This design comes from an exercise in tuning for a short achievable clock period and few clock cycles on the open sky130 flow, not from production work.
At most, simulation tests tie the RTL to the original design; equivalence was not proved.
For run 6, only the layout was checked, not whether the RTL still works.
No activity file was given, so power comes from the tool's default toggle rates.

<file path="flow/config.mk">
export PLATFORM = sky130hd
export DESIGN_NAME = jcpu8
export DESIGN_NICKNAME = jcpu8
export VERILOG_FILES = /design/flow/design.v
export SDC_FILE = /design/flow/constraint.sdc
export NUM_CORES = 4
export LEC_CHECK = 0
export CAP_MARGIN = 20
export CORE_MARGIN = 2
export CORE_UTILIZATION = 25
export GPL_ROUTABILITY_DRIVEN = 1
export PLACE_DENSITY = 0.45
export SETUP_SLACK_MARGIN = 4.0
export SLEW_MARGIN = 20
export SYNTH_HIERARCHICAL = 1
export SYNTH_MINIMUM_KEEP_SIZE = 0
</file>
<file path="flow/constraint.sdc">
create_clock -name core_clock -period 6.0 [get_ports {clk}]
set_input_delay 1.2000 -clock core_clock [delete_from_list [all_inputs] [get_ports {clk}]]
set_output_delay 1.2000 -clock core_clock [all_outputs]
set_load 0.01 [all_outputs]
</file>
<file path="flow/design.v">
module jcpu8 (
    input  wire        clk,
    input  wire        rst,         
    input  wire        stall,       
    output wire [15:0] mem_addr,
    output wire        mem_we,
    output wire [7:0]  mem_wdata,
    input  wire [7:0]  mem_rdata,
    input  wire [7:0]  io0,
    output wire        io_event,
    output wire [7:0]  io_value,
    output wire        fault
);
    localparam [3:0] ID_MOV = 4'h1, ID_LW  = 4'h2, ID_SW  = 4'h3, ID_LDA = 4'h4,
                     ID_PUSH = 4'h5, ID_POP = 4'h6, ID_JNZ = 4'h7, ID_ADD = 4'h8,
                     ID_ADC = 4'h9, ID_AND = 4'hA, ID_NOR = 4'hB, ID_CMP = 4'hC;
    reg [7:0]  ra, rb, rc, rd, rl, rh, rf;
    reg [15:0] sp;
    reg [7:0]  io_prev;
    reg        faulted;
    reg        pF, pA1, pA2, pM;    
    reg [15:0] addr_q;      
    reg [15:0] ret_q;       
    reg        we_q;
    reg [7:0]  wd_q;
    reg        imm;
    reg        c_lw, c_sw, c_push, c_pop, c_jnz, c_three, c_ls;
    reg        c_mov, c_and, c_nor, c_add, c_adc, c_cmp, c_lda;
    reg [7:0]  rf_sel;      
    reg [7:0]  arg1;
    reg [7:0]  a1_sel;      
    reg        e1_v;        
    reg [6:0]  ex_we;       
    reg        ex_lda, ex_add, ex_cmp, ex_and, ex_nor, ex_sum;
    reg        cin_q;
    reg [6:0]  e2_we;       
    reg        e2_lda, e2_add, e2_cmp;
    reg [7:0]  x1_q;        
    reg [7:0]  op2_q;       
    reg [7:0]  ex_hi;       
    reg        ex_d_f, ex_d_inv;
    reg        ex_s_reg;    
    reg [2:0]  ex_s_lo;     
    reg        ex_s_hi;     
    reg [2:0]  ex_d_lo;     
    reg [7:0]  res_q;       
    reg [7:0]  cmp_q;       
    reg [7:0]  hi_q;        
    reg        fl_c;        
    reg        fl_d_f, fl_d_inv, fl_s_same, fl_s_f;
    reg [7:0]  fl_op2;
    reg        ev_q;
    reg [7:0]  ev_val;
    reg        fault_q;
    wire active = !stall && !faulted;
    function automatic [7:0] onehot(input [7:0] c);
        begin
            onehot = 8'd0;
            case (c)
                8'd0: onehot[0] = 1'b1;
                8'd1: onehot[1] = 1'b1;
                8'd2: onehot[2] = 1'b1;
                8'd3: onehot[3] = 1'b1;
                8'd4: onehot[4] = 1'b1;
                8'd5: onehot[5] = 1'b1;
                8'd6: onehot[6] = 1'b1;
                default: onehot[7] = 1'b1;
            endcase
        end
    endfunction
    function automatic [7:0] rsel(input [7:0] s,
                                  input [7:0] a, input [7:0] b, input [7:0] c,
                                  input [7:0] d, input [7:0] l, input [7:0] h,
                                  input [7:0] f);
        begin
            rsel = ({8{s[0]}} & a) | ({8{s[1]}} & b) | ({8{s[2]}} & c) |
                   ({8{s[3]}} & d) | ({8{s[4]}} & l) | ({8{s[5]}} & h) |
                   ({8{s[6]}} & f) | {8{s[7]}};
        end
    endfunction
    function automatic [7:0] cmpbits(input [7:0] x, input [7:0] y);
        reg [7:0] g1, e1;
        reg [3:0] g2, e2;
        reg [1:0] g3, e3;
        reg       g4, e4;
        integer i;
        begin
            g1 = x & ~y;
            e1 = ~(x ^ y);
            for (i = 0; i < 4; i = i + 1) begin
                g2[i] = g1[2*i+1] | (e1[2*i+1] & g1[2*i]);
                e2[i] = e1[2*i+1] & e1[2*i];
            end
            for (i = 0; i < 2; i = i + 1) begin
                g3[i] = g2[2*i+1] | (e2[2*i+1] & g2[2*i]);
                e3[i] = e2[2*i+1] & e2[2*i];
            end
            g4 = g3[1] | (e3[1] & g3[0]);
            e4 = e3[1] & e3[0];
            cmpbits = {4'd0, !g4 && !e4, e4, g4, 1'b0};
        end
    endfunction
    function automatic [8:0] add8(input [7:0] a, input [7:0] b, input cin);
        reg [7:0] g, p, gg, pp, gn, pn;
        reg [8:0] c;
        integer i, k;
        begin
            g = a & b;
            p = a ^ b;
            gg = g;
            pp = p;
            for (k = 1; k < 8; k = k * 2) begin
                gn = gg;
                pn = pp;
                for (i = k; i < 8; i = i + 1) begin
                    gn[i] = gg[i] | (pp[i] & gg[i-k]);
                    pn[i] = pp[i] & pp[i-k];
                end
                gg = gn;
                pp = pn;
            end
            c[0] = cin;
            for (i = 0; i < 8; i = i + 1)
                c[i+1] = gg[i] | (pp[i] & cin);
            add8 = {c[8], p ^ c[7:0]};
        end
    endfunction
    function automatic is_defined(input [7:0] b);
        begin
            if (b[3:0] == ID_LW || b[3:0] == ID_SW)
                is_defined = 1'b1;
            else if (b[6:4] != 3'd0)
                is_defined = 1'b0;
            else case (b[3:0])
                ID_MOV, ID_ADD, ID_ADC, ID_AND, ID_NOR, ID_CMP,
                ID_PUSH, ID_JNZ: is_defined = 1'b1;
                ID_LDA:          is_defined = b[7];
                ID_POP:          is_defined = ~b[7];
                default:         is_defined = 1'b0;
            endcase
        end
    endfunction
    assign mem_addr  = addr_q;
    assign mem_we    = we_q;
    assign mem_wdata = wd_q;
    assign io_event  = ev_q;
    assign io_value  = ev_val;
    assign fault     = fault_q;
    wire        hi_nz, any_nz, op_def;
    jcpu8_bdec u_bdec (.b(mem_rdata), .hi(hi_nz), .any(any_nz), .def(op_def));
    wire [7:0]  x_rd;
    wire [7:0]  ra_e = e2_we[0] ? res_q : ra;
    wire [7:0]  rb_e = e2_we[1] ? res_q : rb;
    wire [7:0]  rc_e = e2_we[2] ? res_q : rc;
    wire [7:0]  rd_e = e2_we[3] ? res_q : rd;
    wire [7:0]  rl_e = (e2_we[4] || e2_lda) ? res_q : rl;
    wire [7:0]  rh_e = e2_we[5] ? res_q : e2_lda ? hi_q : rh;
    wire [7:0]  rf_e = e2_we[6] ? res_q : rf;
    wire        f_nz = e2_add || e2_cmp;
    jcpu8_xsel u_xsel (.s(mem_rdata[2:0]), .hi(hi_nz),
                       .ra(ra_e), .rb(rb_e), .rc(rc_e), .rd(rd_e), .rl(rl_e), .rh(rh_e), .rf(rf_e),
                       .x(x_rd));
    wire [7:0]  rd_sel  = onehot(mem_rdata);
    wire [7:0]  x_a1    = rsel(a1_sel, ra, rb, rc, rd, rl, rh, rf);
    wire [7:0]  x_rf    = rsel(rf_sel, ra, rb, rc, rd, rl, rh, rf);
    wire [7:0]  opv     = imm ? mem_rdata : x_rd;
    wire [15:0] pc_inc  = addr_q + 16'd1;
    wire [15:0] sp_dec  = sp - 16'd1;
    wire [15:0] sp_inc  = sp + 16'd1;
    reg         sp_ok, sp_ffff, sp_zero;   
    wire [15:0] ls_addr = imm ? {arg1, mem_rdata} : {x_a1, x_rd};
    reg  [6:0]  rz_q;
    reg         res_z, hi_z;
    wire [6:0]  zr_e;
    assign zr_e[0] = e2_we[0] ? res_z : rz_q[0];
    assign zr_e[1] = e2_we[1] ? res_z : rz_q[1];
    assign zr_e[2] = e2_we[2] ? res_z : rz_q[2];
    assign zr_e[3] = e2_we[3] ? res_z : rz_q[3];
    assign zr_e[4] = (e2_we[4] || e2_lda) ? res_z : rz_q[4];
    assign zr_e[5] = e2_we[5] ? res_z : e2_lda ? hi_z : rz_q[5];
    assign zr_e[6] = f_nz ? 1'b0 : e2_we[6] ? res_z : rz_q[6];
    wire        push_wait = f_nz && !imm;
    wire        go_ls  = pA2 && c_ls;
    wire        go_jnz = pA1 && c_jnz;
    wire [15:0] addr_early = pM ? ret_q :
                             (pA1 && c_push) ? sp_dec :
                             (pA1 && c_pop)  ? sp : pc_inc;
    wire        a_go   = !rst && active && adv;
    wire [15:0] addr_e = rst ? 16'd0 : a_go ? addr_early : addr_q;
    wire [15:0] addr_d;
    jcpu8_amux u_amux (.s_bus(a_go && go_ls && imm), .s_x(a_go && go_ls && !imm),
                       .s_j(a_go && go_jnz), .imm(imm), .zr(zr_e),
                       .hi(hi_nz), .any(any_nz),
                       .b(mem_rdata), .x(x_rd), .arg1(arg1), .x_a1(x_a1),
                       .hl({rh_e, rl_e}), .e(addr_e), .o(addr_d));
    always @(posedge clk) addr_q <= addr_d;
    wire        adv = !(pA1 && c_push && push_wait);
    wire [3:0]  nid = mem_rdata[3:0];
    always @(posedge clk) begin
        if (rst) begin
            pF <= 1'b1; pA1 <= 1'b0; pA2 <= 1'b0; pM <= 1'b0;
            we_q <= 1'b0;
            sp <= 16'd0;
            io_prev <= 8'd0; faulted <= 1'b0;
        end else if (active) begin
            we_q <= (pA1 && c_push && !push_wait && sp_ok) ||
                    (pA2 && c_sw && ls_addr[15]);
            if (pF) begin
                if (io0 != io_prev) io_prev <= io0;
                if (!op_def) faulted <= 1'b1;
                pF <= 1'b0; pA1 <= 1'b1;
            end
            if (pA1 && adv) begin
                pA1 <= 1'b0;
                if (c_three)         pA2 <= 1'b1;
                else if (c_jnz)      pF  <= 1'b1;
                else                 pM  <= 1'b1;
            end
            if (pA2) begin
                pA2 <= 1'b0;
                if (c_ls) pM <= 1'b1;
                else      pF <= 1'b1;
            end
            if (pM) begin
                pM <= 1'b0;
                pF <= 1'b1;
                if (c_push) begin
                    if (!sp_ok) begin
                        faulted <= 1'b1;
                    end else begin
                        sp <= sp_dec;
                        if (sp_ffff) sp[7:0]  <= wd_q;
                        if (sp_zero) sp[15:8] <= wd_q;
                    end
                end
                if (c_pop) sp <= sp_inc;
                if (c_sw) begin
                    if (!addr_q[15]) begin
                        faulted <= 1'b1;
                    end else begin
                        if (addr_q == 16'hFFFE) sp[7:0]  <= wd_q;
                        if (addr_q == 16'hFFFF) sp[15:8] <= wd_q;
                    end
                end
            end
        end
    end
    always @(posedge clk) begin
        if (rst) begin
            imm <= 1'b0;
            c_lw <= 1'b0; c_sw <= 1'b0; c_ls <= 1'b0; c_push <= 1'b0;
            c_pop <= 1'b0; c_jnz <= 1'b0; c_three <= 1'b0; c_mov <= 1'b0;
            c_and <= 1'b0; c_nor <= 1'b0; c_add <= 1'b0; c_adc <= 1'b0;
            c_cmp <= 1'b0; c_lda <= 1'b0;
            rf_sel <= 8'd0; arg1 <= 8'd0; a1_sel <= 8'd0;
            sp_ok <= 1'b0; sp_ffff <= 1'b0; sp_zero <= 1'b0;
            ret_q <= 16'd0;
        end else begin
        if (pF) begin
            imm     <= mem_rdata[7];
            c_lw    <= nid == ID_LW;
            c_sw    <= nid == ID_SW;
            c_ls    <= nid == ID_LW || nid == ID_SW;
            c_push  <= nid == ID_PUSH;
            c_pop   <= nid == ID_POP;
            c_jnz   <= nid == ID_JNZ;
            c_three <= !(nid == ID_PUSH || nid == ID_POP || nid == ID_JNZ);
            c_mov   <= nid == ID_MOV;
            c_and   <= nid == ID_AND;
            c_nor   <= nid == ID_NOR;
            c_add   <= nid == ID_ADD || nid == ID_ADC;
            c_adc   <= nid == ID_ADC;
            c_cmp   <= nid == ID_CMP;
            c_lda   <= nid == ID_LDA;
            rf_sel  <= onehot({5'd0, mem_rdata[6:4]});
            sp_ok   <= sp_dec[15];
            sp_ffff <= &sp;
            sp_zero <= ~|sp;
        end
        if (pA1) begin
            arg1   <= mem_rdata;
            a1_sel <= rd_sel;
        end
        if (pA1 || pA2) ret_q <= pc_inc;
        end
    end
    wire fault_set = active && ((pF && !op_def) ||
                                (pM && c_push && !sp_ok) ||
                                (pM && c_sw && !addr_q[15]));
    wire ev_next   = active && pF && io0 != io_prev;
    always @(posedge clk) begin
        if (rst) begin
            ev_q    <= 1'b0;
            fault_q <= 1'b0;
        end else if (!stall) begin
            ev_q    <= ev_next;
            fault_q <= (faulted || fault_set) && !ev_next;
        end
        if (rst)     ev_val <= 8'd0;
        else if (pF) ev_val <= io0;
    end
    wire [8:0] sum = add8(x1_q, op2_q, cin_q);
    wire [7:0] res = ({8{ex_sum}} & sum[7:0]) |
                     ({8{ex_and}} & (x1_q & op2_q)) |
                     ({8{ex_nor}} & ~(x1_q | op2_q)) |
                     ({8{!(ex_sum || ex_and || ex_nor)}} & op2_q);
    wire [7:0] e_p = x1_q ^ op2_q;
    wire [7:0] e_o = x1_q | op2_q;
    wire       sum_zero = (e_p == {e_o[6:0], cin_q});
    wire       res_zero = ex_sum ? sum_zero :
                          ex_and ? ((x1_q & op2_q) == 8'd0) :
                          ex_nor ? (e_o == 8'hFF) : (op2_q == 8'd0);
    wire [7:0] f_c    = (fl_d_f ? res_q : rf) | {7'd0, fl_c};
    wire [7:0] fl_x1  = res_q | {7'd0, fl_d_f & fl_c} | {8{fl_d_inv}};
    wire [7:0] fl_y   = fl_s_same ? fl_x1 : fl_s_f ? f_c : fl_op2;
    wire [7:0] f_add  = f_c | cmpbits(fl_x1, fl_y);
    wire setup_alu = pA2 && !c_ls;
    wire setup_ld  = pM && (c_lw || c_pop);
    wire [7:0] ld_sel = c_lw ? rf_sel : a1_sel;
    always @(posedge clk) begin
        if (rst) begin
            ra <= 8'd0; rb <= 8'd0; rc <= 8'd0; rd <= 8'd0;
            rl <= 8'd0; rh <= 8'd0; rf <= 8'd0;
            e1_v <= 1'b0;
            ex_we <= 7'd0; ex_lda <= 1'b0; ex_add <= 1'b0; ex_cmp <= 1'b0;
            e2_we <= 7'd0; e2_lda <= 1'b0; e2_add <= 1'b0; e2_cmp <= 1'b0;
            rz_q <= 7'h7F;
        end else if (active) begin
            rz_q <= zr_e;
            if (e2_we[0]) ra <= res_q;
            if (e2_we[1]) rb <= res_q;
            if (e2_we[2]) rc <= res_q;
            if (e2_we[3]) rd <= res_q;
            if (e2_we[4] || e2_lda) rl <= res_q;
            if (e2_we[5]) rh <= res_q;
            else if (e2_lda) rh <= hi_q;
            if (e2_add)        rf <= f_add;
            else if (e2_we[6]) rf <= res_q;
            else if (e2_cmp)   rf <= cmp_q;
            e2_we  <= e1_v ? ex_we : 7'd0;
            e2_lda <= e1_v && ex_lda;
            e2_add <= e1_v && ex_add;
            e2_cmp <= e1_v && ex_cmp;
            e1_v <= setup_alu || setup_ld;
            if (setup_alu) begin
                ex_we  <= (c_cmp || c_lda) ? 7'd0 : a1_sel[6:0];
                ex_lda <= c_lda;
                ex_add <= c_add;
                ex_cmp <= c_cmp;
            end
            if (setup_ld) begin
                ex_we  <= ld_sel[6:0];
                ex_lda <= 1'b0;
                ex_add <= 1'b0;
                ex_cmp <= 1'b0;
            end
        end
    end
    wire [7:0] op2_d, wd_d;
    jcpu8_lmux u_op2 (.s_bus(!rst && ((setup_alu && imm) || setup_ld)),
                      .s_x(!rst && setup_alu && !imm),
                      .b(mem_rdata), .x(x_rd), .e(rst ? 8'd0 : op2_q), .o(op2_d));
    jcpu8_lmux u_wd  (.s_bus(!rst && pA1 && imm), .s_x(!rst && pA1 && !imm),
                      .b(mem_rdata), .x(x_rd),
                      .e(rst ? 8'd0 : pA2 ? x_rf : wd_q), .o(wd_d));
    always @(posedge clk) begin
        op2_q <= op2_d;
        wd_q  <= wd_d;
    end
    always @(posedge clk) begin
        if (rst) begin
            ex_sum <= 1'b0; ex_and <= 1'b0; ex_nor <= 1'b0; cin_q <= 1'b0;
            x1_q <= 8'd0; ex_hi <= 8'd0;
            ex_d_f <= 1'b0; ex_d_inv <= 1'b0; ex_s_reg <= 1'b0;
            ex_s_lo <= 3'd0; ex_s_hi <= 1'b0; ex_d_lo <= 3'd0;
        end else begin
        if (setup_alu) begin
            ex_sum    <= c_add;
            ex_and    <= c_and;
            ex_nor    <= c_nor;
            cin_q     <= c_adc & rf[0];
            x1_q      <= x_a1;
            ex_hi     <= arg1;
            ex_d_f    <= a1_sel[6];
            ex_d_inv  <= a1_sel[7];
            ex_s_reg  <= !imm;
            ex_s_lo   <= mem_rdata[2:0];
            ex_s_hi   <= hi_nz;
            ex_d_lo   <= arg1[2:0];
        end
        if (setup_ld) begin
            ex_sum <= 1'b0;
            ex_and <= 1'b0;
            ex_nor <= 1'b0;
        end
        end
    end
    always @(posedge clk) begin
        begin
            res_q     <= res;
            cmp_q     <= cmpbits(x1_q, op2_q);
            hi_q      <= ex_hi;
            hi_z      <= ex_hi == 8'd0;
            res_z     <= res_zero;
            fl_c      <= ex_sum & sum[8];
            fl_d_f    <= ex_d_f;
            fl_d_inv  <= ex_d_inv;
            fl_s_same <= ex_s_reg && !ex_s_hi && !ex_d_inv && ex_s_lo == ex_d_lo;
            fl_s_f    <= ex_s_reg && !ex_s_hi && ex_s_lo == 3'd6;
            fl_op2    <= op2_q;
        end
    end
endmodule
module jcpu8_bdec (
    input  wire [7:0] b,
    output wire       hi,      
    output wire       any,     
    output wire       def      
);
    assign hi  = |b[7:3];
    assign any = |b;
    assign def = (b[3:0] == 4'h2 || b[3:0] == 4'h3) ||
                 (b[6:4] == 3'd0 &&
                  (b[3:0] == 4'h1 || b[3:0] == 4'h5 || b[3:0] == 4'h7 ||
                   (b[3:0] >= 4'h8 && b[3:0] <= 4'hC) ||
                   (b[3:0] == 4'h4 && b[7]) || (b[3:0] == 4'h6 && !b[7])));
endmodule
module jcpu8_xsel (
    input  wire [2:0] s,
    input  wire       hi,
    input  wire [7:0] ra, rb, rc, rd, rl, rh, rf,
    output wire [7:0] x
);
    reg [7:0] x_lo;
    always @* begin
        case (s)
            3'd0: x_lo = ra;
            3'd1: x_lo = rb;
            3'd2: x_lo = rc;
            3'd3: x_lo = rd;
            3'd4: x_lo = rl;
            3'd5: x_lo = rh;
            3'd6: x_lo = rf;
            default: x_lo = 8'hFF;
        endcase
    end
    assign x = x_lo | {8{hi}};
endmodule
module jcpu8_lmux (
    input  wire       s_bus,
    input  wire       s_x,
    input  wire [7:0] b,
    input  wire [7:0] x,
    input  wire [7:0] e,
    output wire [7:0] o
);
    assign o = s_bus ? b : s_x ? x : e;
endmodule
module jcpu8_amux (
    input  wire        s_bus,
    input  wire        s_x,
    input  wire        s_j,
    input  wire        imm,
    input  wire [6:0]  zr,       
    input  wire        hi,       
    input  wire        any,      
    input  wire [7:0]  b,
    input  wire [7:0]  x,
    input  wire [7:0]  arg1,
    input  wire [7:0]  x_a1,
    input  wire [15:0] hl,
    input  wire [15:0] e,
    output wire [15:0] o
);
    wire [7:0] zr8   = {1'b0, zr};
    wire       z     = !hi && zr8[b[2:0]];
    wire       taken = imm ? any : !z;
    assign o = (s_j && taken) ? hl :
               s_bus ? {arg1, b} :
               s_x   ? {x_a1, x} : e;
endmodule
</file>
<file path="flow/run.sh">
#!/bin/bash
# synth_recipe.tcl (not shown) runs the flow's synth.tcl, then flattens the netlist and writes it again
# the make line also repeats each setting of config.mk as NAME=value (left out here)
make -C /OpenROAD-flow-scripts/flow DESIGN_CONFIG=/design/flow/config.mk WORK_HOME=/design/flow/orfs CLKGATE_MAP_FILE= SYNTH_SCRIPT=/design/flow/synth_recipe.tcl finish
</file>
==> results_dict.tcl, run 1 <==
set metrics [dict create \
    clockBufferDepth 3 \
    syn_area_um2 16200 \
    grt-ovfl-total 0 \
    setup.worst_path.start_class "input port" \
    final_cell_count_no_fill 3037 \
    top_regs "addr_q: 16 flops, ret_q: 16 flops, sp: 16 flops" \
    slowest_delay_ns 0.52 \
    finClkSkew_ns 0.0278 \
    drive_gt1_frac 0.295 \
    synthArstFlopShare 0 \
    detail-route-antenna-nets 0 \
    detailedPlace.worstSlack_ns 1.86 \
    syn_inst 2020 \
    rows 93 \
    dr.pass1.iters 5 \
    dp.cells 2789 \
    syn_area_per_cell_um2 8.00 \
    period_minus_slack_ns 2.49 \
    synth_mux_area_frac 0.114 \
    route.detailed.drc 0 \
    cp_top_family "multiplexers" \
    syn2layout_area_growth_pct 34.7 \
    setup_tns_ns 0 \
    path_cells "buf_16, mux4_2, or2_4, a31oi_4, clkbuf_16, mux2_4" \
    die_y_um 258 \
    routabilityCongestion 0.914 \
    yosysTopAreaCell "dfxtp_1" \
    track_usage 0.224 \
    root_buffer "clkbuf_16" \
    ioPinCount 54 \
    synth_top_area_share 0.339 \
    max_slew.worst_pin.slew_ns 1.08 \
    synth_area_leaders "dfxtp_1 34%, mux2i_1 5.9%, nand2_1 5.5%, nor2_1 4.9%, a21oi_1 4.3%" \
    r2r_cells 7 \
    dr_total_vias 17100 \
    required_ns 6.47 \
    synth_top_family_by_area "simple AND/OR/NAND/NOR gates" \
    drt_iter0_markers 1997 \
    fin_ws_ns 3.51 \
    worstHoldPathType "reg -> reg" \
    die_w_um 258 \
    nFillCells 6705 \
    synth-edff-count 0 \
    cts_made_buffers 31 \
    grt_max_degree 77 \
    finalSetupViolations 0 \
    synth_xor_area_frac 0.0271 \
    hold_depth 0 \
    cts.sinks 274 \
    routed_wl_um 78500 \
    worstPathArrival_ns 2.96 \
    synthSimpleGateAreaFrac 0.225 \
    synth-seq-cells 274 \
    critPathKind "in -> reg" \
    io_buffers 53 \
    max_slew_margin 0.271 \
    ys_seq_area_frac 0.339 \
    clock_latency_ns 0.61 \
    p_leak_uw 0.00811 \
    grt_pass1_vias 15900 \
    clk_transition_reported_paths_ns 0.06 \
    fp.dieArea_um2 66700 \
    worstSetupEndpointType "flop" \
    grt_pass1_wl_um 112000 \
    cts_tree "done" \
    drv_cap 0 \
    synth.distinct_cells 84 \
    drt-vias-per-instance 5.64 \
    drv_slew 0 \
    wl_per_cell_um 25.8 \
    antenna_found_initial 1 \
    hpwlAfterDp_um 49100 \
    yosys.area_share.adder 0.0299 \
    critPathBufInv 2 \
    slowest_stage "mux4_2" \
    hold_viol_final 0 \
    synth_compound_area_frac 0.208 \
    peakVddDrop_uv 198 \
    nets 2215 \
    synth_warnings 8 \
    finalCritPeriodShare 0.415 \
    pwr_density_cell_nw_per_um2 223 \
    synthFlopType "dfxtp_1" \
    status "complete, no violations" \
    crit_cells 6 \
    syn_nets 2077 \
    htree_levels 1 \
    coreArea_um2 64200 \
    fmax_ghz 0.401 \
    rsz0062_at_grt "true" \
    worst-path-max-fanout 10 \
    start_util 0.252 \
]
## logic make-up after synthesis
family / after synthesis
mux: 170
xor+xnor: 50
flops: 274
fa+ha+maj: 38
simple gates: 773
compound gates: 495
buf+inv: 220
## modules after synthesis, one instance, submodules excluded
module      copies in the design  flops+latches  cells
jcpu8                          1            274   1799
jcpu8_amux                     1              0     79
jcpu8_xsel                     1              0     80
jcpu8_lmux                     2              0     26
jcpu8_bdec                     1              0     10
## cell type report
type | count | area (µm²) | area share
antenna | 1 | 2.50 | 0.000115
clock buffer | 44 | 875 | 0.0402
clock inverter | 12 | 195 | 0.00896
inverter | 45 | 194 | 0.00890
multi-input combinational | 1529 | 10700 | 0.492
sequential | 274 | 5700 | 0.262
tap | 855 | 1070 | 0.0491
timing repair buffer | 277 | 3040 | 0.140
## layer usage
| layer | track usage | wire length, µm |
|---|---|---|
| met1 | 0.315 | 34300 |
| met2 | 0.337 | 33400 |
| met3 | 0.0512 | 7650 |
| met4 | 0.0750 | 3160 |
| met5 | 0 | 0 |
## per-stage QoR
stage           util  area, µm²  total power, µW  hold WS (ns)
6_report       0.339      21800             4850         0.346
3_3_place_gp   0.272      17500             2610         0.335
5_1_grt        0.339      21800             5010         0.348
4_1_cts        0.326      20900             4820         0.347
2_1_floorplan      -      16600             2380         0.331
3_5_place_dp   0.272      17500             2610         0.339
## power breakdown
| part | leakage (µW) | switching [µW] | total (µW) | internal [µW] |
|---|---|---|---|---|
| clock network | 0.000523 | 838 | 2060 | 1220 |
| registers | 0.00228 | 114 | 2000 | 1890 |
| logic | 0.00531 | 448 | 786 | 337 |
## placed cells by master, fill, tap and decap left out, types with 35 or more instances in the layout
master | Yosys | routed
buf_4 | 4 | 148
a21oi_1 | 140 | 130
buf_6 | 5 | 68
nor2_1 | 213 | 205
o21ai_0 | 79 | 52
nand2_1 | 238 | 230
o21ai_1 | 19 | 43
mux2i_1 | 96 | 87
nor3_1 | 69 | 59
dfxtp_4 | 0 | 42
a211oi_1 | 41 | 35
dfxtp_2 | 0 | 43
clkbuf_16 | 0 | 35
nand3_1 | 71 | 65
mux2_2 | 62 | 44
dfxtp_1 | 274 | 189
## cells in the mapped netlist, types with 17 or more instances
| cell | n |
|---|---|
| nor3_1 | 69 |
| xor2_1 | 22 |
| xnor2_1 | 28 |
| ha_1 | 37 |
| o21ai_0 | 79 |
| mux2i_1 | 96 |
| nand3_1 | 71 |
| dfxtp_1 | 274 |
| mux2_2 | 62 |
| buf_2 | 19 |
| o21ai_1 | 19 |
| nand2_1 | 238 |
| a221oi_1 | 42 |
| a22o_1 | 24 |
| clkbuf_1 | 134 |
| and3_1 | 22 |
| nand2b_1 | 32 |
| nor2_1 | 213 |
| inv_1 | 43 |
| a211oi_1 | 41 |
| nand4_1 | 26 |
| nor4_1 | 24 |
| a21oi_1 | 140 |
| a22oi_1 | 17 |
## path summary, 6_finish.rpt
path | startpoint | to | slack (ns)
worst max-delay path | mem_rdata[0] | addr_q[1] | 3.51
worst min-delay path | ex_d_f | fl_d_f | 0.35
worst max register to register | e2_we[0] | addr_q[1] | 3.54
worst min register to register | ex_d_f | fl_d_f | 0.35
## repair_timing
action | in CTS | in global routing
setup buffers | 133 | 44
gates cloned | 11 | 3
pin swaps | 51 | 37
gates resized for setup | 537 | 114
endpoints found under the setup margin | 260 | 125
hold buffers | 0 | 0
Testbench counts, summed over its fixed seeds: cycles 172,034.
==> run 2, diff against run 1 <==
--- a/flow/config.mk
+++ b/flow/config.mk
@@ -7,9 +7,10 @@
 export LEC_CHECK = 0
 export CAP_MARGIN = 20
 export CORE_MARGIN = 2
-export CORE_UTILIZATION = 25
+export CORE_UTILIZATION = 45
 export GPL_ROUTABILITY_DRIVEN = 1
-export PLACE_DENSITY = 0.45
+export GPL_TIMING_DRIVEN = 1
+export PLACE_DENSITY = 0.6
 export SETUP_SLACK_MARGIN = 4.0
 export SLEW_MARGIN = 20
 export SYNTH_HIERARCHICAL = 1
==> results_dict.tcl, run 2 <==
set metrics [dict create \
    status "complete, no violations" \
    finalCritPeriodShare 0.416 \
    htree_levels 2 \
    dr_total_vias 17000 \
    grt_pass1_wl_um 96000 \
    synth-seq-cells 274 \
    synth_top_area_share 0.339 \
    required_ns 6.40 \
    drt_iter0_markers 2216 \
    hold_start "ex_d_f" \
    ys_seq_area_frac 0.339 \
    p_leak_uw 0.00781 \
    path_common_cell "buf_12" \
    r2r-end "addr_q[3]" \
    fmax_ghz 0.401 \
    critPathBufInv 4 \
    layout_common_cells "229 x nand2_1, 205 x nor2_1, 201 x dfxtp_1, 127 x a21oi_1, 118 x buf_4" \
    r2r-start "e2_we[1]" \
    nFillCells 3180 \
    holdPathEnd "fl_d_f" \
    critPathKind "in -> reg" \
    slowest_stage "or4_4" \
    synth.distinct_cells 84 \
    path_cells "buf_16, buf_12, buf_8, or4_4, o21ai_4, a31oi_4, buf_12, mux2_4" \
    slowest_delay_ns 0.49 \
    synthFlopType "dfxtp_1" \
    worst-path-max-fanout 8 \
    pwr_density_cell_nw_per_um2 232 \
    r2r_slack_ns 3.55 \
    drv_slew 0 \
    wl_per_cell_um 24.9 \
    drive_gt1_frac 0.272 \
    yosysTopAreaCell "dfxtp_1" \
    ys_top_cells_by_count "274 x dfxtp_1, 238 x nand2_1, 213 x nor2_1" \
    r2r_cells 6 \
    grt-ovfl-total 0 \
    syn2layout_area_growth_pct 28.0 \
    cp_top_family "buffers and inverters" \
    synth_area_leaders "dfxtp_1 34%, mux2i_1 5.9%, nand2_1 5.5%, nor2_1 4.9%, a21oi_1 4.3%" \
    rsz0062_at_grt "true" \
    rows 69 \
    setup_tns_ns 0 \
    syn_area_um2 16200 \
    drv_cap 0 \
    grt_pass1_vias 15400 \
    worstHoldPathType "reg -> reg" \
    max_slew_margin 0.402 \
    die_w_um 194 \
    syn_inst 2020 \
    routabilityCongestion 0.970 \
    syn_area_per_cell_um2 8.00 \
    finalSetupViolations 0 \
    antenna_found_initial 0 \
    whs_ns 0.348 \
    top_regs "addr_q: 16 flops, ret_q: 16 flops, sp: 16 flops" \
    final_common_cell "nand2_1" \
    fin_total_pwr_uw 4790 \
    max_slew.worst_pin.slew_ns 0.889 \
    clk_transition_reported_paths_ns 0.05 \
    die_y_um 194 \
    root_buffer "clkbuf_16" \
    cts.sinks 274 \
    synthArstFlopShare 0 \
    fin_util 0.583 \
    synth-edff-count 0 \
    fp.dieArea_um2 37500 \
    dr.pass1.iters 9 \
    start_util 0.456 \
    clock_latency_ns 0.53 \
    synth_most_common_cell "dfxtp_1" \
    setup.worst_path.start_class "input port" \
    syn_nets 2077 \
    hold_depth 0 \
    cts_made_buffers 34 \
    coreArea_um2 35500 \
    route.detailed.drc 0 \
    worstPathArrival_ns 2.90 \
    drt-vias-per-instance 6.54 \
    finClkSkew_ns 0.0234 \
    io_buffers 53 \
    worstSetupEndpointType "flop" \
    holdBufCountCts 0 \
    grt_max_degree 68 \
    clockBufferDepth 3 \
    synth_warnings 8 \
    detail-route-antenna-nets 0 \
    track_usage 0.328 \
    cts_tree "done" \
    routed_wl_um 64700 \
    ioPinCount 54 \
    peakVddDrop_uv 301 \
    nets 2169 \
    hold_viol_final 0 \
    hpwlAfterDp_um 41300 \
    period_minus_slack_ns 2.50 \
]
==> run 2: cell counts after synthesis <==
Identical to the previous run, type by type.
==> run 2: cell families after synthesis <==
group | Yosys count | share of synthesized area
AO/OA/AOI/OAI | 495 | 0.208
XOR/XNOR | 50 | 0.0271
adder cells (fa/ha/maj) | 38 | 0.0299
buffers and inverters | 220 | 0.0568
flip-flops | 274 | 0.339
multiplexers | 170 | 0.114
AND/OR/NAND/NOR | 773 | 0.225
==> run 2: how the worst max path moves through the flow <==
| stage | from | endpoint | slack, ns | depth (start not counted) |
|---|---|---|---|---|
| after floorplan | stall | addr_q[10] | 3.11 | 10 |
| after global placement | stall | addr_q[11] | 1.96 | 10 |
| after detailed placement | stall | addr_q[11] | 1.85 | 10 |
| after CTS | mem_rdata[6] | addr_q[9] | 3.48 | 9 |
| after global routing | mem_rdata[0] | addr_q[4] | 3.50 | 10 |
| final | mem_rdata[2] | addr_q[6] | 3.50 | 8 |
==> run 2: power breakdown <==
group	internal [µW]	switching (µW)
Combinational	319	407
Sequential	1890	107
Clock	1210	855
Total	3420	1370
==> run 2: worst reg2reg max path: cells and delay by family (launching register included) <==
family | cells | cell delay, ns
multiplexers | 3 | 1.21
flip-flops | 1 | 0.46
AND/OR/NAND/NOR | 1 | 0.30
AO/OA/AOI/OAI | 1 | 0.22
buffers and inverters | 1 | 0.16
==> run 2: area by class of cell <==
| type | instances | area, µm² | share of cell area |
|---|---|---|---|
| clock inverter | 14 | 145 | 0.00701 |
| sequential | 274 | 5680 | 0.275 |
| inverter | 45 | 199 | 0.00961 |
| clock buffer | 46 | 957 | 0.0463 |
| antenna | 2 | 5.00 | 0.000242 |
| timing repair buffer | 226 | 2500 | 0.121 |
| tap | 461 | 577 | 0.0279 |
| multi-input combinational | 1531 | 10600 | 0.514 |
==> run 2: Yosys stat by module (local to each module, per instance) <==
module,flops+latches,copies in the design,cells inside,area [µm²]
jcpu8_xsel,0,1,80,526
jcpu8_lmux,0,2,26,173
jcpu8_amux,0,1,79,648
jcpu8_bdec,0,1,10,70.1
jcpu8,274,1,1799,14600
==> run 2: what timing repair did <==
action,CTS,global route
setup buffers,92,43
setup endpoints to repair,250,126
gates resized for setup,456,132
cloned,11,5
pin swaps,46,56
==> run 2: metrics by stage <==
step | cell area (µm²) | cells | setup slack (ns)
2_1_floorplan | 16600 | 2020 | 3.11
3_3_place_gp | 16900 | 2386 | 1.96
3_5_place_dp | 16900 | 2386 | 1.85
4_1_cts | 19800 | 2549 | 3.48
5_1_grt | 20700 | 2597 | 3.50
6_report | 20700 | 2599 | 3.50
==> run 2: layer usage <==
metal | up-vias | global-route usage | part of all wire
met4 | 0 | 0.140 | 0.042
met1 | 8216 | 0.467 | 0.43
met5 | - | 0 | 0
li1 | 7542 | - | -
met2 | 1057 | 0.470 | 0.41
met3 | 184 | 0.0781 | 0.12
==> run 3, diff against run 2 <==
--- a/flow/config.mk
+++ b/flow/config.mk
@@ -7,7 +7,7 @@
 export LEC_CHECK = 0
 export CAP_MARGIN = 20
 export CORE_MARGIN = 2
-export CORE_UTILIZATION = 45
+export CORE_UTILIZATION = 40
 export GPL_ROUTABILITY_DRIVEN = 1
 export GPL_TIMING_DRIVEN = 1
 export PLACE_DENSITY = 0.6
@@ -15,3 +15,4 @@
 export SLEW_MARGIN = 20
 export SYNTH_HIERARCHICAL = 1
 export SYNTH_MINIMUM_KEEP_SIZE = 0
+export TNS_END_PERCENT = 100
==> results_dict.tcl, run 3 <==
set metrics [dict create \
    finClkSkew_ns 0.00938 \
    root_buffer "clkbuf_16" \
    drv_cap 0 \
    ioPinCount 54 \
    layout_common_cells "229 x nand2_1, 203 x nor2_1, 190 x dfxtp_1, 139 x buf_4, 127 x a21oi_1" \
    slowest_delay_ns 0.57 \
    ys_top_cells_by_count "274 x dfxtp_1, 238 x nand2_1, 213 x nor2_1" \
    syn_nets 2077 \
    syn_area_um2 16200 \
    hold_start "ex_d_f" \
    finalSetupViolations 0 \
    grt-ovfl-total 0 \
    worstSetupEndpointType "flop" \
    required_ns 6.46 \
    drive_gt1_frac 0.286 \
    start_util 0.406 \
    track_usage 0.300 \
    syn2layout_area_growth_pct 29.4 \
    worstSetupStartpoint "mem_rdata[0]" \
    worstHoldPathType "reg -> reg" \
    max_slew.worst_pin.slew_ns 0.886 \
    max_slew_margin 0.409 \
    syn_inst 2020 \
    critPathKind "in -> reg" \
    r2r_cells 8 \
    grt_max_degree 104 \
    status "complete, no violations" \
    route.detailed.drc 0 \
    routed_wl_um 66500 \
    yosysTopAreaCell "dfxtp_1" \
    grt_pass1_wl_um 96100 \
    antenna_found_initial 2 \
    setup.worst_path.end "addr_q[4]" \
    synth_top_area_share 0.339 \
    fp.dieArea_um2 42000 \
    setup.worst_path.start_class "input port" \
    r2r-start "e2_we[6]" \
    synthFlopType "dfxtp_1" \
    coreArea_um2 39800 \
    cts_made_buffers 31 \
    die_y_um 205 \
    nFillCells 3632 \
    worstPathArrival_ns 2.93 \
    pwr_density_cell_nw_per_um2 234 \
    synth-edff-count 0 \
    ys_seq_area_frac 0.339 \
    synthSimpleGateAreaFrac 0.225 \
    drt-vias-per-instance 6.35 \
    dr_total_vias 17000 \
    fmax_ghz 0.404 \
    slowest_stage "mux4_2" \
    r2r-end "addr_q[4]" \
    finalCritPeriodShare 0.412 \
    wl_per_cell_um 24.9 \
    synth_area_leaders "dfxtp_1 34%, mux2i_1 5.9%, nand2_1 5.5%, nor2_1 4.9%, a21oi_1 4.3%" \
    cts_tree "done" \
    drt_iter0_markers 2173 \
    synth_top_family_by_area "simple AND/OR/NAND/NOR gates" \
    die_w_um 205 \
    detail-route-antenna-nets 0 \
    path_cells "buf_16, mux4_2, or2_4, a31oi_4, buf_12, mux2_4" \
    clockBufferDepth 3 \
    peakVddDrop_uv 155 \
    grt_pass1_vias 15200 \
    synth.distinct_cells 84 \
    worst-path-max-fanout 8 \
    synthArstFlopShare 0 \
    clk_transition_reported_paths_ns 0.06 \
    fin_ws_ns 3.53 \
    clock_latency_ns 0.58 \
    syn_area_per_cell_um2 8.00 \
    synth_most_common_cell "dfxtp_1" \
    drv_slew 0 \
    period_minus_slack_ns 2.47 \
    rows 73 \
    p_leak_uw 0.00793 \
    htree_levels 1 \
    rsz0062_at_grt "true" \
    routabilityCongestion 0.994 \
    synth_xor_area_frac 0.0271 \
    r2r_slack_ns 3.55 \
    hpwlAfterDp_um 41800 \
    multi_input_area_um2 10700 \
    cts.sinks 274 \
    synth_compound_area_frac 0.208 \
    top_regs "addr_q: 16 flops, ret_q: 16 flops, sp: 16 flops" \
    synth_mux_area_frac 0.114 \
    fin_total_pwr_uw 4900 \
    setup_tns_ns 0 \
    detailedPlace.worstSlack_ns 1.88 \
    final_common_cell "nand2_1" \
    hold_viol_final 0 \
    nets 2178 \
    io_buffers 53 \
    synth_warnings 8 \
    yosys.area_share.adder 0.0299 \
    seq_area_um2 5710 \
    dr.pass1.iters 8 \
    synth-seq-cells 274 \
]
## run 3: changes by cell type in the layout (fill, tap and decap cells not counted), sizes merged, moves of 2 or more
| cell | delta |
|---|---|
| buf | +17 |
| bufinv | +7 |
| bufbuf | -4 |
| clkbuf | -4 |
| clkinvlp | -4 |
| dlygate4sd2 | -3 |
| dlymetal6s2s | +2 |
| o21ai | -2 |
## run 3: area by class of cell
class | count | area share
clock buffers | 38 | 0.0403
repair buffers | 241 | 0.120
multi-input cells | 1528 | 0.510
inverters | 45 | 0.00921
flip-flops and latches | 274 | 0.273
well taps | 525 | 0.0314
clock inverters | 17 | 0.0151
diodes | 1 | 0.000120
## run 3: modules after synthesis (local to each module, per instance)
module,flip-flops and latches,times used
jcpu8,274,1
jcpu8_amux,0,1
jcpu8_xsel,0,1
jcpu8_lmux,0,2
jcpu8_bdec,0,1
## run 3: worst max-delay path, delay by kind of cell
kind	cells	cell delay (ns)
AOI/OAI and AO/OA	1	0.29
buffers and inverters	2	0.30
and+or+nand+nor	1	0.27
muxes	2	0.87
## run 3: worst min path at each step
stage	endpoint	slack (ns)	cells past startpoint
after floorplan	fl_d_f	0.33	0
after global placement	fl_d_f	0.33	0
after detailed placement	fl_d_f	0.34	0
after CTS	fl_d_f	0.34	0
after global routing	fl_d_f	0.36	0
final	fl_d_f	0.34	0
## run 3: power by group
part / internal (µW) / total (µW) / leakage, µW / switching (µW)
Combinational: 310 / 727 / 0.00508 / 416
Clock: 1370 / 2180 / 0.000569 / 802
Sequential: 1890 / 2000 / 0.00228 / 108
Total: 3570 / 4900 / 0.00793 / 1330
## run 3: timing repair
item | 4_1_cts | 5_1_grt
pin swaps | 50 | 47
hold buffers | 0 | 0
gates cloned | 6 | 6
resized for setup | 471 | 142
buffers inserted | 103 | 48
setup endpoints to repair | 250 | 133
## run 3: per-layer routing
layer | track usage | part of all wire
met5 | 0 | 0
met4 | 0.145 | 0.056
met3 | 0.0646 | 0.11
met2 | 0.435 | 0.42
met1 | 0.419 | 0.41
## run 3: cells by family after synthesis
group	count (synthesis)
simple gates	773
fa+ha+maj	38
buf+inv	220
flops	274
compound gates	495
mux	170
xor+xnor	50
## run 3: per-stage QoR
stage	utilization	cells	instance area, µm²	hold slack (ns)
after floorplan	-	2020	16600	0.331
after global placement	0.427	2449	17000	0.335
after detailed placement	0.427	2450	17000	0.336
after CTS	0.499	2614	19900	0.344
after global routing	0.525	2668	20900	0.358
final	0.525	2669	20900	0.343
==> run 4, diff against run 3 <==
--- a/flow/config.mk
+++ b/flow/config.mk
@@ -7,10 +7,10 @@
 export LEC_CHECK = 0
 export CAP_MARGIN = 20
 export CORE_MARGIN = 2
-export CORE_UTILIZATION = 40
+export CORE_UTILIZATION = 30
 export GPL_ROUTABILITY_DRIVEN = 1
 export GPL_TIMING_DRIVEN = 1
-export PLACE_DENSITY = 0.6
+export PLACE_DENSITY = 0.5
 export SETUP_SLACK_MARGIN = 4.0
 export SLEW_MARGIN = 20
 export SYNTH_HIERARCHICAL = 1
==> results_dict.tcl, run 4 <==
set metrics [dict create \
    hold_depth 0 \
    rows 85 \
    detail-route-antenna-nets 0 \
    wl_per_cell_um 25.7 \
    yosysTopAreaCell "dfxtp_1" \
    fp.dieArea_um2 55800 \
    htree_levels 2 \
    worst-path-max-fanout 7 \
    path_common_cell "buf_16" \
    ys_seq_area_frac 0.339 \
    start_util 0.302 \
    drt-vias-per-instance 6.01 \
    holdBufCountCts 0 \
    hold_viol_final 0 \
    worstSetupEndpointType "flop" \
    clock_latency_ns 0.57 \
    synth_warnings 8 \
    grt_pass1_vias 16200 \
    r2r_cells 6 \
    die_w_um 236 \
    required_ns 6.45 \
    cts.sinks 274 \
    finClkSkew_ns 0.0264 \
    synth_xor_area_frac 0.0271 \
    slowest_delay_ns 0.55 \
    synth-edff-count 0 \
    rsz0062_at_grt "true" \
    cts_made_buffers 35 \
    clk_transition_reported_paths_ns 0.06 \
    status "complete, no violations" \
    p_leak_uw 0.00808 \
    syn_area_um2 16200 \
    dr.pass1.iters 8 \
    clockBufferDepth 3 \
    ys_top_cells_by_count "274 x dfxtp_1, 238 x nand2_1, 213 x nor2_1" \
    synth_top_area_share 0.339 \
    drv_slew 0 \
    path_cells "buf_16, buf_16, buf_8, or4_4, o21ai_4, a31oi_4, buf_12, mux2_4" \
    synth_compound_area_frac 0.208 \
    period_minus_slack_ns 2.52 \
    syn_nets 2077 \
    cp_top_family "buffers and inverters" \
    setup.worst_path.start_class "input port" \
    routed_wl_um 73800 \
    layout_common_cells "230 x nand2_1, 203 x nor2_1, 196 x dfxtp_1, 133 x buf_4, 117 x a21oi_1" \
    finalSetupViolations 0 \
    dr_total_vias 17200 \
    finalCritPeriodShare 0.420 \
    worstHoldPathType "reg -> reg" \
    track_usage 0.252 \
    syn_inst 2020 \
    grt_pass1_wl_um 106000 \
    grt_max_degree 60 \
    hpwlAfterDp_um 44600 \
    routabilityCongestion 0.927 \
    grt-ovfl-total 0 \
    route.detailed.drc 0 \
    syn2layout_area_growth_pct 33.9 \
    syn_area_per_cell_um2 8.00 \
    max_slew.worst_pin.slew_ns 0.950 \
    synthFlopType "dfxtp_1" \
    synth.distinct_cells 84 \
    coreArea_um2 53500 \
    final_common_cell "nand2_1" \
    io_buffers 53 \
    nets 2204 \
    critPathKind "in -> reg" \
    slowest_stage "or4_4" \
    antenna_found_initial 4 \
    critPathBufInv 4 \
    synth_most_common_cell "dfxtp_1" \
    synth_mux_area_frac 0.114 \
    yosys.area_share.adder 0.0299 \
    drive_gt1_frac 0.297 \
    synth_area_leaders "dfxtp_1 34%, mux2i_1 5.9%, nand2_1 5.5%, nor2_1 4.9%, a21oi_1 4.3%" \
    whs_ns 0.337 \
    max_slew_margin 0.361 \
    drt_iter0_markers 1911 \
    die_y_um 236 \
    cts_tree "done" \
    fmax_ghz 0.397 \
    ioPinCount 54 \
    pwr_density_cell_nw_per_um2 227 \
    peakVddDrop_uv 149 \
    synthArstFlopShare 0 \
    synth_top_family_by_area "simple AND/OR/NAND/NOR gates" \
    top_regs "addr_q: 16 flops, ret_q: 16 flops, sp: 16 flops" \
    synth-seq-cells 274 \
    drv_cap 0 \
    crit_cells 8 \
    synthSimpleGateAreaFrac 0.225 \
    setup_tns_ns 0 \
    root_buffer "clkbuf_16" \
    worstPathArrival_ns 2.98 \
]
## run 4: logic make-up (layout without fill, tap and decap cells)
family	Yosys count	after routing
xor+xnor	50	50
fa+ha+maj	38	38
flops	274	274
mux	170	170
buf+inv	220	364
compound gates	495	499
simple gates	773	774
other cells	0	1
## run 4: final timing paths
kind,start,endpoint,slack [ns]
hold reg to reg,ex_d_f,fl_d_f,0.34
hold / removal,ex_d_f,fl_d_f,0.34
setup reg to reg,e2_we[3],addr_q[4],3.53
setup / recovery,mem_rdata[0],addr_q[14],3.48
## run 4: timing repair
action	in CTS	in global routing
resized for setup	501	140
setup endpoints to repair	232	177
pin swaps	59	51
gates cloned	19	4
buffers inserted	115	48
## run 4: power by group
group	internal (µW)	total [µW]	switching, µW	leakage [µW]
clock network	1200	2090	894	0.000544
logic	367	826	459	0.00526
registers	1890	1990	104	0.00228
## run 4: worst register-to-register path: cells and delay by family (launching register included)
| family | cells | cell delay (ns) |
|---|---|---|
| compound gates | 1 | 0.21 |
| buf+inv | 1 | 0.16 |
| flops | 1 | 0.48 |
| mux | 3 | 1.21 |
| simple gates | 1 | 0.30 |
## run 4: metrics by stage
stage	cell area (µm²)	cells	setup WS (ns)	util	power (µW)
after floorplan	16600	2020	3.11	-	2380
after global placement	17200	2619	1.97	0.322	2590
after detailed placement	17200	2620	1.94	0.322	2600
after CTS	20700	2813	3.50	0.386	4860
after global routing	21700	2866	3.46	0.405	5060
final	21700	2866	3.48	0.405	4910
## run 4: area by class of cell
cell class	count	area (µm²)
Antenna cell	1	2.50
Timing Repair Buffer	260	2980
Clock buffer	42	933
Sequential cell	274	5700
Tap cell	696	871
Clock inverter	17	164
Inverter	45	196
Fill cell	5256	31800
Multi-Input combinational cell	1531	10800
## run 4: per-module statistics from Yosys, one instance, submodules excluded
module      copies in the design  cell area, µm²  flops+latches  cells inside
jcpu8_bdec                     1            70.1              0            10
jcpu8_amux                     1             648              0            79
jcpu8_lmux                     2             173              0            26
jcpu8                          1           14600            274          1799
jcpu8_xsel                     1             526              0            80
## run 4: metal layers
| layer | vias up | part of all wire | global-route usage |
|---|---|---|---|
| li1 | 7615 | - | - |
| met1 | 8329 | 0.41 | 0.337 |
| met2 | 1028 | 0.43 | 0.377 |
| met3 | 258 | 0.10 | 0.0564 |
| met4 | 2 | 0.058 | 0.132 |
| met5 | - | 0.00015 | 0 |
==> run 5, diff against run 4 <==
--- a/flow/config.mk
+++ b/flow/config.mk
@@ -7,10 +7,10 @@
 export LEC_CHECK = 0
 export CAP_MARGIN = 20
 export CORE_MARGIN = 2
-export CORE_UTILIZATION = 30
+export CORE_UTILIZATION = 35
 export GPL_ROUTABILITY_DRIVEN = 1
 export GPL_TIMING_DRIVEN = 1
-export PLACE_DENSITY = 0.5
+export PLACE_DENSITY = 0.55
 export SETUP_SLACK_MARGIN = 4.0
 export SLEW_MARGIN = 20
 export SYNTH_HIERARCHICAL = 1
==> results_dict.tcl, run 5 <==
set metrics [dict create \
    status "complete, no violations" \
    drive_gt1_frac 0.316 \
    routabilityCongestion 0.969 \
    io_buffers 53 \
    synth.distinct_cells 84 \
    r2r-start "e2_lda" \
    critPathKind "in -> reg" \
    cts_made_buffers 31 \
    syn_inst 2020 \
    synth_top_family_by_area "simple AND/OR/NAND/NOR gates" \
    worstSetupEndpointType "flop" \
    grt_max_degree 69 \
    die_w_um 219 \
    fmax_ghz 0.410 \
    busiest_layer "met2" \
    hpwlAfterDp_um 44800 \
    hold_viol_final 0 \
    nets 2228 \
    detail-route-antenna-nets 0 \
    setup_tns_ns 0 \
    wl_per_cell_um 26.5 \
    fin_ws_ns 3.56 \
    finalCritPeriodShare 0.407 \
    switching_share 0.286 \
    synth_warnings 8 \
    synth_xor_area_frac 0.0271 \
    routed_wl_um 74000 \
    pwr_density_cell_nw_per_um2 222 \
    detailed_place.area_um2 17100 \
    synth_top_area_share 0.339 \
    hold_depth 0 \
    final_common_cell "nand2_1" \
    ioPinCount 54 \
    cts.sinks 274 \
    worstHoldPathType "reg -> reg" \
    dr.pass1.iters 8 \
    r2r_cells 8 \
    drt_iter0_markers 2132 \
    worstPathArrival_ns 2.91 \
    clock_latency_ns 0.59 \
    synthFlopType "dfxtp_1" \
    r2r_slack_ns 3.57 \
    die_y_um 219 \
    clk_transition_reported_paths_ns 0.06 \
    use_met1 0.397 \
    rsz0062_at_grt "true" \
    syn_nets 2077 \
    power_frac_clock 0.422 \
    start_util 0.355 \
    finalSetupViolations 0 \
    max_slew_margin 0.341 \
    synth-edff-count 0 \
    top_regs "addr_q: 16 flops, ret_q: 16 flops, sp: 16 flops" \
    seq_power_share 0.411 \
    detailedPlace.worstSlack_ns 1.81 \
    period_minus_slack_ns 2.44 \
    layout_common_cells "227 x nand2_1, 201 x nor2_1, 189 x dfxtp_1, 162 x buf_4, 131 x a21oi_1" \
    grt-ovfl-total 0 \
    nFillCells 4332 \
    max_slew.worst_pin.slew_ns 0.980 \
    synth_mux_area_frac 0.114 \
    rows 78 \
    yosysTopAreaCell "dfxtp_1" \
    hold_start "ex_d_f" \
    ys_top_cells_by_count "274 x dfxtp_1, 238 x nand2_1, 213 x nor2_1" \
    use_met2 0.444 \
    peakVddDrop_uv 211 \
    stdcell_area_um2 21900 \
    route.detailed.drc 0 \
    required_ns 6.47 \
    combPwrFrac 0.168 \
    syn_area_um2 16200 \
    yosys.area_share.adder 0.0299 \
    fp.dieArea_um2 47900 \
    finClkSkew_ns 0.0129 \
    synthArstFlopShare 0 \
    synth_compound_area_frac 0.208 \
    synth-seq-cells 274 \
    final_cell_count_no_fill 2793 \
    p_leak_uw 0.00830 \
    grt_pass1_vias 16200 \
    ys_seq_area_frac 0.339 \
    synth_most_common_cell "dfxtp_1" \
    syn2layout_area_growth_pct 35.7 \
    fin_util 0.482 \
    cts_tree "done" \
    synth_area_leaders "dfxtp_1 34%, mux2i_1 5.9%, nand2_1 5.5%, nor2_1 4.9%, a21oi_1 4.3%" \
    power.switching_uw 1390 \
    track_usage 0.294 \
    dr_total_vias 17500 \
    gr-usage-met3 0.0599 \
    synthSimpleGateAreaFrac 0.225 \
    setup.worst_path.start_class "input port" \
    antennaDiodeCount 0 \
    grt_pass1_wl_um 106000 \
    syn_area_per_cell_um2 8.00 \
    internal-power_uw 3480 \
    coreArea_um2 45500 \
    holdPathEnd "fl_d_f" \
    antenna_found_initial 0 \
    drv_slew 0 \
    drv_cap 0 \
    drt-vias-per-instance 6.26 \
    r2r-end "addr_q[5]" \
    worst-path-max-fanout 8 \
    dp.cells 2519 \
    clockBufferDepth 3 \
    root_buffer "clkbuf_16" \
    htree_levels 1 \
]
run 5: cell counts after synthesis:
No cell type changed its count.
run 5: final cells by class:
class / instances / area (µm²) / area share
clock inverter: 9 / 160 / 0.00730
tap: 600 / 751 / 0.0342
multi-input combinational: 1529 / 11000 / 0.501
clock buffer: 46 / 922 / 0.0420
timing repair inverter: 1 / 7.51 / 0.000342
sequential: 274 / 5710 / 0.260
timing repair buffer: 289 / 3200 / 0.146
inverter: 45 / 201 / 0.00919
run 5: what timing repair did:
action,in CTS,in global routing
cloned,15,5
pin swaps,71,63
hold buffers,0,0
setup buffers,144,55
gates resized for setup,588,142
endpoints found under the setup margin,254,111
run 5: worst max-delay path, cell delays in order:
cell,delay [ns]
buf_16,0.13
mux4_2,0.53
or2_4,0.28
a31oi_4,0.25
clkbuf_16,0.22
mux2_4,0.29
run 5: kinds of logic after synthesis:
kind of cell	Yosys count
compound gates	495
xor+xnor	50
fa+ha+maj	38
buf+inv	220
flops	274
mux	170
simple gates	773
run 5: per-layer routing:
metal / share of wire / vias to the layer above
met4: 0.061 / 0
met1: 0.40 / 8455
met2: 0.43 / 1134
li1: - / 7644
met3: 0.11 / 246
met5: 0 / -
run 5: power groups by stage:
| stage | clock network, µW | logic, µW | registers, µW |
|---|---|---|---|
| 2_1_floorplan | 0 | 382 | 1990 |
| 6_report | 2050 | 815 | 2000 |
| 3_5_place_dp | 0 | 544 | 2050 |
| 5_1_grt | 2150 | 854 | 2000 |
| 3_3_place_gp | 0 | 541 | 2040 |
| 4_1_cts | 2070 | 732 | 1990 |
run 5: modules after synthesis (local to each module, per instance):
module	area, µm²	flip-flops and latches	times used
jcpu8	14600	274	1
jcpu8_amux	648	0	1
jcpu8_bdec	70.1	0	1
jcpu8_lmux	173	0	2
jcpu8_xsel	526	0	1
run 5: through the flow:
step	total power, µW	hold WS, ns
6_report	4870	0.343
5_1_grt	5000	0.356
4_1_cts	4790	0.344
3_5_place_dp	2590	0.337
3_3_place_gp	2590	0.335
2_1_floorplan	2380	0.331
run 5: how the worst max path moves through the flow:
stage / depth (start not counted) / end / start
after global routing: 6 / addr_q[13] / mem_rdata[0]
final: 6 / addr_q[5] / mem_rdata[0]
after CTS: 10 / addr_q[1] / stall
after detailed placement: 8 / addr_q[1] / stall
after global placement: 8 / addr_q[2] / stall
after floorplan: 10 / addr_q[10] / stall
==> run 6, diff against run 5 <==
--- a/flow/design.v
+++ b/flow/design.v
@@ -165,8 +165,8 @@
     wire [7:0]  x_rf    = rsel(rf_sel, ra, rb, rc, rd, rl, rh, rf);
     wire [7:0]  opv     = imm ? mem_rdata : x_rd;
     wire [15:0] pc_inc  = addr_q + 16'd1;
-    wire [15:0] sp_dec  = sp - 16'd1;
-    wire [15:0] sp_inc  = sp + 16'd1;
+    wire [15:0] sp_dec_w = sp - 16'd1;
+    reg  [15:0] sp_dec, sp_inc;
     reg         sp_ok, sp_ffff, sp_zero;   
     wire [15:0] ls_addr = imm ? {arg1, mem_rdata} : {x_a1, x_rd};
     reg  [6:0]  rz_q;
@@ -254,6 +254,7 @@
             c_cmp <= 1'b0; c_lda <= 1'b0;
             rf_sel <= 8'd0; arg1 <= 8'd0; a1_sel <= 8'd0;
             sp_ok <= 1'b0; sp_ffff <= 1'b0; sp_zero <= 1'b0;
+            sp_dec <= 16'd0; sp_inc <= 16'd0;
             ret_q <= 16'd0;
         end else begin
         if (pF) begin
@@ -273,7 +274,9 @@
             c_cmp   <= nid == ID_CMP;
             c_lda   <= nid == ID_LDA;
             rf_sel  <= onehot({5'd0, mem_rdata[6:4]});
-            sp_ok   <= sp_dec[15];
+            sp_dec  <= sp - 16'd1;
+            sp_inc  <= sp + 16'd1;
+            sp_ok   <= sp_dec_w[15];
             sp_ffff <= &sp;
             sp_zero <= ~|sp;
         end
--- a/flow/config.mk
+++ b/flow/config.mk
@@ -7,12 +7,10 @@
 export LEC_CHECK = 0
 export CAP_MARGIN = 20
 export CORE_MARGIN = 2
-export CORE_UTILIZATION = 35
+export CORE_UTILIZATION = 25
 export GPL_ROUTABILITY_DRIVEN = 1
-export GPL_TIMING_DRIVEN = 1
-export PLACE_DENSITY = 0.55
+export PLACE_DENSITY = 0.45
 export SETUP_SLACK_MARGIN = 4.0
 export SLEW_MARGIN = 20
 export SYNTH_HIERARCHICAL = 1
 export SYNTH_MINIMUM_KEEP_SIZE = 0
-export TNS_END_PERCENT = 100
==> results_dict.tcl, run 6 <==
set metrics [dict create \
    htree_levels 2 \
    rsz0062_at_grt "true" \
    grt_pass1_wl_um 114000 \
    routabilityCongestion 0.934 \
    detail-route-antenna-nets 0 \
    p_leak_uw 0.00840 \
    track_usage 0.217 \
    synth_compound_area_frac 0.211 \
    syn_area_per_cell_um2 8.01 \
    required_ns 6.45 \
    synth_area_leaders "dfxtp_1 36%, mux2i_1 5.9%, nand2_1 5.7%, nor2_1 5.4%, a21oi_1 4.4%" \
    synthSimpleGateAreaFrac 0.203 \
    syn_nets 2164 \
    dr.pass1.iters 5 \
    cts_made_buffers 38 \
    routed_wl_um 78500 \
    synth_top_family_by_area "compound AO/OA/AOI/OAI gates" \
    die_y_um 264 \
    synth_warnings 8 \
    peakVddDrop_uv 140 \
    route.detailed.drc 0 \
    synth-seq-cells 304 \
    seq_power_share 0.414 \
    combPwrFrac 0.155 \
    hold_depth 0 \
    drt_iter0_markers 1678 \
    status "complete, no violations" \
    io_buffers 53 \
    synth-edff-count 0 \
    grt-ovfl-total 0 \
    hpwlAfterDp_um 49100 \
    critPathKind "in -> reg" \
    cts_tree "done" \
    drive_gt1_frac 0.262 \
    drt-vias-per-instance 5.52 \
    syn_area_um2 16900 \
    antenna_found_initial 1 \
    rows 95 \
    setup.worst_path.start_class "input port" \
    ioPinCount 54 \
    nets 2271 \
    wl_per_cell_um 25.2 \
    layout_common_cells "251 x nand2_1, 234 x nor2_1, 231 x dfxtp_1, 138 x a21oi_1, 119 x buf_4" \
    drv_slew 0 \
    fmax_ghz 0.397 \
    worstPathArrival_ns 2.97 \
    drv_cap 0 \
    max_slew.worst_pin.slew_ns 0.897 \
    fin_total_pwr_uw 5440 \
    setup_tns_ns 0 \
    max_slew_margin 0.397 \
    yosys.area_share.adder 0.0286 \
    synthArstFlopShare 0 \
    synth_most_common_cell "dfxtp_1" \
    dr_total_vias 17200 \
    worstHoldPathType "reg -> reg" \
    synth_mux_area_frac 0.110 \
    finalCritPeriodShare 0.420 \
    worst-path-max-fanout 19 \
    start_util 0.252 \
    period_minus_slack_ns 2.52 \
    die_w_um 264 \
    synth_top_area_share 0.360 \
    syn_inst 2107 \
    r2r_cells 10 \
    synth.distinct_cells 73 \
    hold_viol_final 0 \
    fp.dieArea_um2 69600 \
    worstSetupEndpointType "flop" \
    power.switching_uw 1570 \
    finalSetupViolations 0 \
    yosysTopAreaCell "dfxtp_1" \
    final_common_cell "nand2_1" \
    root_buffer "clkbuf_16" \
    switching_share 0.288 \
    clockBufferDepth 3 \
    grt_max_degree 72 \
    coreArea_um2 67000 \
    clk_transition_reported_paths_ns 0.06 \
    power_frac_clock 0.431 \
    grt_pass1_vias 16300 \
    cts.sinks 304 \
    finClkSkew_ns 0.0217 \
    clock_latency_ns 0.57 \
    ys_top_cells_by_count "304 x dfxtp_1, 258 x nand2_1, 244 x nor2_1" \
    pwr_density_cell_nw_per_um2 243 \
    internal-power_uw 3870 \
    synth_xor_area_frac 0.0316 \
    syn2layout_area_growth_pct 32.5 \
    synthFlopType "dfxtp_1" \
    ys_seq_area_frac 0.360 \
]
==> run 6: area by class of cell <==
cell class	instances	area [µm²]
clock inverter	11	111
antenna	1	2.50
tap	873	1090
clock buffer	56	1130
sequential	304	6270
timing repair buffer	243	2830
inverter	51	200
multi-input combinational	1576	10700
fill	7015	44700
==> run 6: final timing paths <==
| check | from | endpoint | slack, ns |
|---|---|---|---|
| hold / removal | ex_d_f | fl_d_f | 0.34 |
| hold reg to reg | ex_d_f | fl_d_f | 0.34 |
| setup reg to reg | e2_lda | addr_q[4] | 3.53 |
| setup / recovery | mem_rdata[2] | addr_q[4] | 3.48 |
==> run 6: kinds of logic after synthesis <==
kind of cell / Yosys count
AO/OA/AOI/OAI: 539
XOR/XNOR: 61
adder cells (fa/ha/maj): 38
buffers and inverters: 228
flip-flops: 304
multiplexers: 172
AND/OR/NAND/NOR: 765
==> run 6: per-module statistics from Yosys, one instance, submodules excluded <==
module	cell area, µm²	times used
jcpu8_amux	648	1
jcpu8_bdec	70.1	1
jcpu8	15300	1
jcpu8_lmux	173	2
jcpu8_xsel	526	1
==> run 6: routing by layer <==
metal  GRT usage  vias up  wire, µm
met5           0        -        13
met4       0.110        2      4130
met3      0.0391      208      6570
met2       0.334      869     34500
met1       0.291     8358     33300
li1            -     7752         -
==> run 6: what timing repair did <==
action                                  4_1_cts  5_1_grt
endpoints found under the setup margin      233      129
pin swaps                                    58       68
hold buffers                                  0        0
setup buffers                               111       33
gates cloned                                 16        2
gates resized for setup                     511      116
==> run 6: through the flow <==
stage	hold slack [ns]	utilization	instances	setup slack [ns]	area, µm²
2_1_floorplan	0.331	-	2107	3.19	17200
3_3_place_gp	0.335	0.270	2885	1.98	18100
3_5_place_dp	0.342	0.270	2885	1.93	18100
4_1_cts	0.342	0.323	3079	3.54	21700
5_1_grt	0.342	0.334	3114	3.49	22400
6_report	0.342	0.334	3115	3.48	22400
==> run 6: power groups by stage <==
stage	Sequential (µW)	Clock, µW	Combinational (µW)
2_1_floorplan	2230	0	419
3_5_place_dp	2310	0	608
4_1_cts	2250	2390	789
6_report	2250	2340	842
5_1_grt	2260	2470	891
3_3_place_gp	2310	0	601
==> run 6: critical path, stage by stage <==
cell and delay (ns):
buf_16 0.13, bufbuf_16 0.31, o21ai_2 0.12, nand3_2 0.15
a221o_2 0.48, mux2i_1 0.19, o21ai_1 0.10, mux2_4 0.27

[port drivers added, routing unchanged]
In the flow no input, the clock included, has a driving cell. The finished layouts below were timed again as built, in two steps. Step 1 sets driving cells, clkbuf_16 on the clock port and buf_2 on the other inputs (assumed; they add their load-dependent delay and slew). Step 2 adds t to the input delays and takes it off the output delays; t is the mean of the earliest and latest rising clock arrival at the registers after step 1. Input paths then give back, and output paths get back, about the clock's delay inside the block. Three values: ideal ports, drivers, drivers and shift; two values: the first two.
run | t, ns | setup WS [ns] | clock arrival spread, ns
run 1 | 0.654 | 3.509 / 3.404 / 2.750 | 0.028 / 0.028
run 2 | 0.575 | 3.504 / 3.483 / 2.909 | 0.024 / 0.025
run 3 | 0.631 | 3.526 / 3.493 / 2.862 | 0.011 / 0.010
run 4 | 0.615 | 3.478 / 3.431 / 2.815 | 0.028 / 0.027
run 5 | 0.647 | 3.559 / 3.502 / 2.855 | 0.013 / 0.012
run 6 | 0.610 | 3.481 / 3.325 / 2.715 | 0.022 / 0.022
After both steps every run listed still meets setup and hold. The setup slack of run 6, which loses most, moves by -0.156 ns with the drivers and by -0.766 ns with both steps.
